Source: an optimization exercise on an open RTL-to-GDS flow (aim: small area, a short achievable clock period and few clock cycles per item). Production flows keep margins and buffers that such runs may drop. In this exercise RTL edits were held to simulation tests only and were not proved equivalent to the original.

Setup of the baseline:
==> module rng90_validator, before the edit <==
module rng90_validator (
    input  wire       clk,
    input  wire       rst,
    input  wire       rsp_valid,
    output wire       rsp_ready,
    input  wire [5:0] rsp_cap,
    input  wire       rx_valid,
    output wire       rx_ready,
    input  wire [7:0] rx_data,
    output wire       res_valid,
    input  wire       res_ready,
    output wire       res_ok,
    output wire [7:0] res_count,
    output wire       pl_valid,
    input  wire       pl_ready,
    output wire [7:0] pl_data,
    output wire       pl_last
);
    localparam integer DEPTH = 32;
    reg        q_v;
    reg  [5:0] q_cap;
    reg        rsp_rdy;
    reg        r_act;        
    reg  [7:0] rc;           
    reg  [5:0] cc;           
    reg        rx_rdy;
    reg        b_v, b_first, b_last, b_wr, b_hi, b_hm;
    reg  [7:0] b_d;
    reg  [7:0] cnt;
    reg [15:0] crc;
    reg        lo_ok;
    reg  [8:0] mem [0:DEPTH-1];
    reg  [5:0] wptr, cptr, rptr;
    reg        o_v, o_ok, s_v, s_ok;
    reg  [7:0] o_cnt, s_cnt;
    reg        p_v, p_l;
    reg  [7:0] p_d;
    assign rsp_ready = rsp_rdy;
    assign rx_ready  = rx_rdy;
    assign res_valid = o_v;
    assign res_ok    = o_ok;
    assign res_count = o_cnt;
    assign pl_valid  = p_v;
    assign pl_data   = p_d;
    assign pl_last   = p_l;
    wire rsp_fire = rsp_valid && rsp_rdy;
    wire rx_fire  = rx_valid && rx_rdy;
    wire first    = !r_act;
    wire a_last  = first ? ((rx_data[7:1] == 7'd0) || (q_cap == 6'd1))
                         : ((rc == 8'd2) || (cc == 6'd2));
    wire n_cov   = (rc[7:2] != 6'd0);            
    wire a_pay   = !first && n_cov && (cc[5:2] != 4'd0);
    wire       r_act_n = rx_fire ? !a_last : r_act;
    wire       q_v_n   = rsp_fire || (q_v && !(rx_fire && first));
    wire b_cov   = b_first || (rc[7:2] != 6'd0) || (rc == 8'd3);
    wire b_lo    = !b_first && (rc == 8'd2);
    wire b_plast = !b_first && (rc == 8'd3);
    wire [15:0] crc_next;
    rng90_crc_step u_crc (
        .crc_in (crc),
        .data   (b_d),
        .crc_out(crc_next)
    );
    wire ok     = b_hi && lo_ok && b_hm;
    wire push   = b_v && b_last;
    wire wr     = b_wr;      
    wire commit = push && ok;
    reg  cav;                
    reg  unc;                
    wire p_pop  = (cav || (commit && unc)) && (!p_v || pl_ready);
    wire [5:0] rptr_1 = rptr + 6'd1;
    wire cav_n  = commit ? (p_pop ? (rptr_1 != wptr) : (rptr != wptr))
                         : (p_pop ? (rptr_1 != cptr) : cav);
    wire o_pop = !o_v || res_ready;
    reg        occ29, occ30, occ31;
    wire       a_pay2 = first || ((rc > 8'd4) && (cc > 6'd4));
    wire       nxt_pay = rx_fire ? a_pay2 : a_pay;
    wire       fp     = rx_fire && a_pay;
    wire       a1     = wr || fp || nxt_pay;
    wire       a2     = (wr && fp) || (wr && nxt_pay) || (fp && nxt_pay);
    wire       a3     = wr && fp && nxt_pay;
    wire       p_room = occ29 ||
                        (occ30 && (!a3 || p_pop)) ||
                        (occ31 && (!a2 || (p_pop && !a3))) ||
                        (!a1 || (p_pop && !a2));
    wire       lk     = rx_fire && a_last;
    wire       r_room = !s_v && !(o_v && push) && !(o_v && lk) && !(push && lk);
    wire       rewind = push && !ok;
    wire [5:0] wptr_n = rewind ? cptr : (wptr + {5'd0, wr});
    wire [5:0] rptr_n = p_pop ? rptr_1 : rptr;
    reg  [5:0] occ;
    wire [5:0] occ_w   = occ + {5'd0, wr};
    wire [5:0] occ_wm1 = occ + {5'd0, wr} - 6'd1;
    wire [5:0] occ_c   = cptr - rptr;
    wire [5:0] occ_cm1 = cptr - rptr - 6'd1;
    wire [5:0] occ_n   = rewind ? (p_pop ? occ_cm1 : occ_c) : (p_pop ? occ_wm1 : occ_w);
    wire       o_le28 = !occ[5] && (occ[4:0] <= 5'd28);
    wire       o_29   = (occ == 6'd29);
    wire       o_30   = (occ == 6'd30);
    wire       o_31   = (occ == 6'd31);
    wire       o_32   = (occ == 6'd32);
    wire       x_le29 = o_le28 || (o_29 && !wr);
    wire       x_30   = wr ? o_29 : o_30;
    wire       x_31   = wr ? o_30 : o_31;
    wire       x_32   = wr ? o_31 : o_32;
    wire       n_le29 = x_le29 || (p_pop && x_30);
    wire       n_30   = p_pop ? x_31 : x_30;
    wire       n_31   = p_pop ? x_32 : x_31;
    always @(posedge clk) begin
        if (rsp_fire)
            q_cap <= rsp_cap;
        if (rx_fire) begin
            rc      <= first ? rx_data : rc - 8'd1;
            cc      <= first ? q_cap   : cc - 6'd1;
            b_d     <= rx_data;
            b_first <= first;
            b_last  <= a_last;
            b_hi    <= !first && (rc == 8'd2);
            b_hm    <= (rx_data == crc[15:8]);
        end
        if (b_v) begin
            if (b_first) cnt <= b_d;
            if (b_first)
                lo_ok <= 1'b0;
            else if (b_lo)
                lo_ok <= (b_d == crc[7:0]);
        end
        if (wr)
            mem[wptr[4:0]] <= {b_plast, b_d};
        if (p_pop) begin
            p_d <= mem[rptr[4:0]][7:0];
            p_l <= mem[rptr[4:0]][8];
        end
        if (o_pop) begin
            if (s_v) begin
                o_ok  <= s_ok;
                o_cnt <= s_cnt;
            end else begin
                o_ok  <= ok;
                o_cnt <= cnt;
            end
        end
        if (push && (s_v || !o_pop)) begin
            s_ok  <= ok;
            s_cnt <= cnt;
        end
    end
    always @(posedge clk) begin
        if (rst) begin
            q_v     <= 1'b0;
            rsp_rdy <= 1'b0;
            r_act   <= 1'b0;
            rx_rdy  <= 1'b0;
            b_v     <= 1'b0;
            b_wr    <= 1'b0;
            crc     <= 16'h0000;
            wptr    <= 6'd0;
            cptr    <= 6'd0;
            rptr    <= 6'd0;
            occ29   <= 1'b1;
            cav     <= 1'b0;
            unc     <= 1'b0;
            occ     <= 6'd0;
            occ30   <= 1'b0;
            occ31   <= 1'b0;
            o_v     <= 1'b0;
            s_v     <= 1'b0;
            p_v     <= 1'b0;
        end else begin
            q_v     <= q_v_n;
            rsp_rdy <= !q_v_n;
            r_act   <= r_act_n;
            rx_rdy  <= (r_act_n || q_v_n) && p_room && r_room;
            b_v     <= rx_fire;
            b_wr    <= rx_fire && a_pay;
            if (b_v && b_last)
                crc <= 16'h0000;
            else if (b_v && b_cov)
                crc <= crc_next;
            if (commit)
                cptr <= wptr + {5'd0, wr};
            wptr  <= wptr_n;
            rptr  <= rptr_n;
            cav   <= cav_n;
            unc   <= !push && (unc || wr);
            occ   <= occ_n;
            occ29 <= n_le29;
            occ30 <= n_30;
            occ31 <= n_31;
            if (p_pop)
                p_v <= 1'b1;
            else if (pl_ready)
                p_v <= 1'b0;
            if (o_pop) begin
                o_v <= s_v || push;
                s_v <= s_v && push;
            end else if (push)
                s_v <= 1'b1;
        end
    end
endmodule
Settings: LEC_CHECK=0, ABC_CLOCK_PERIOD_IN_PS=2000, CAP_MARGIN=20, CORE_MARGIN=2, CORE_UTILIZATION=60, PLACE_DENSITY=0.76, SETUP_SLACK_MARGIN=3.3, SLEW_MARGIN=20; clock period 5.5 ns.
standard.sh (not shown) runs the stock make flow with config.mk's settings and CLKGATE_MAP_FILE= SYNTH_SCRIPT=/design/flow/synth_recipe.tcl, a recipe that flattens the netlist after the stock synthesis.
==> flow/flow/run.sh <==
#!/bin/bash
# The standard layout, with plain buffers on the ports (instead of the delay
# cells buffer_ports picks by default), resizing not tied to footprints, and
# a flatter clock tree (larger sink clusters, no dummy loads).
set -euo pipefail
bash standard.sh \
  "BUFFER_PORTS_ARGS=-buffer_cell sky130_fd_sc_hd__buf_2" \
  MATCH_CELL_FOOTPRINT=0 \
  "CTS_ARGS=-sink_clustering_enable -repair_clock_nets -sink_clustering_size 24 -sink_clustering_max_diameter 80 -dont_use_dummy_load" \
  finish > flow_make.log 2>&1
The baseline: all stages complete, timing, DRC and antenna checks passed
Testbench counts of the baseline, summed over its fixed seeds: cycles 38,871, items 2,080.
Changes in the candidate relative to the baseline:
--- a/flow/design.v
+++ b/flow/design.v
@@ -158,7 +158,7 @@
     reg  [7:0] rc;           
     reg  [5:0] cc;           
     reg        rx_rdy;
-    reg        b_v, b_first, b_last, b_wr, b_hi, b_hm;
+    reg        b_v, b_first, b_last, b_pay, b_hi, b_hm;
     reg  [7:0] b_d;
     reg  [7:0] cnt;
     reg [15:0] crc;
@@ -197,7 +197,7 @@
     );
     wire ok     = b_hi && lo_ok && b_hm;
     wire push   = b_v && b_last;
-    wire wr     = b_wr;      
+    wire wr     = b_v && b_pay;
     wire commit = push && ok;
     reg  cav;                
     reg  unc;                
@@ -249,6 +249,7 @@
             b_d     <= rx_data;
             b_first <= first;
             b_last  <= a_last;
+            b_pay   <= a_pay;
             b_hi    <= !first && (rc == 8'd2);
             b_hm    <= (rx_data == crc[15:8]);
         end
@@ -286,7 +287,6 @@
             r_act   <= 1'b0;
             rx_rdy  <= 1'b0;
             b_v     <= 1'b0;
-            b_wr    <= 1'b0;
             crc     <= 16'h0000;
             wptr    <= 6'd0;
             cptr    <= 6'd0;
@@ -306,7 +306,6 @@
             r_act   <= r_act_n;
             rx_rdy  <= (r_act_n || q_v_n) && p_room && r_room;
             b_v     <= rx_fire;
-            b_wr    <= rx_fire && a_pay;
             if (b_v && b_last)
                 crc <= 16'h0000;
             else if (b_v && b_cov)
Results
- Going from the baseline to the candidate, share of cell area taken by muxes after synthesis -0.28 points; register area shows no meaningful change; largest net degree at the start of global routing went down; wire length saw an increase.
- The candidate ends up with a first-iteration DRC count that is 174 higher than in the baseline.
- Lower multi-input logic portion of the cell area among the candidate and the baseline: the baseline
Testbench counts of the candidate, summed over its fixed seeds: cycles 38,871, items 2,080.

[afterwards: timing with drivers on the ports]
The flow's constraints put no driver on any port. The routed layouts listed below were extracted and timed again, unchanged, in two steps. Step 1 sets driving cells, clkbuf_16 on the clock port and buf_2 on the other inputs (assumed; they add their load-dependent delay and slew). Step 2 adds t to the input delays and takes it off the output delays; t is the mean of the earliest and latest rising clock arrival at the registers after step 1. Input paths then give back, and output paths get back, about the clock's delay inside the block. a / b / c = ideal / step 1 / step 2; a / b = the first two.
| run | shift t [ns] | slack for setup (ns) | worst register clock-pin slew, ns | cell pins on the clock port's net |
|---|---|---|---|---|
| the baseline | 0.616 | 3.201 / 3.144 / 2.800 | 0.10 / 0.10 | 1 |
| the candidate | 0.599 | 3.207 / 3.153 / 2.763 | 0.10 / 0.10 | 1 |
After both steps setup and hold are still met in every run listed. For the candidate, which loses most, drivers alone change the setup slack by -0.054 ns; drivers and shift together by -0.444 ns.
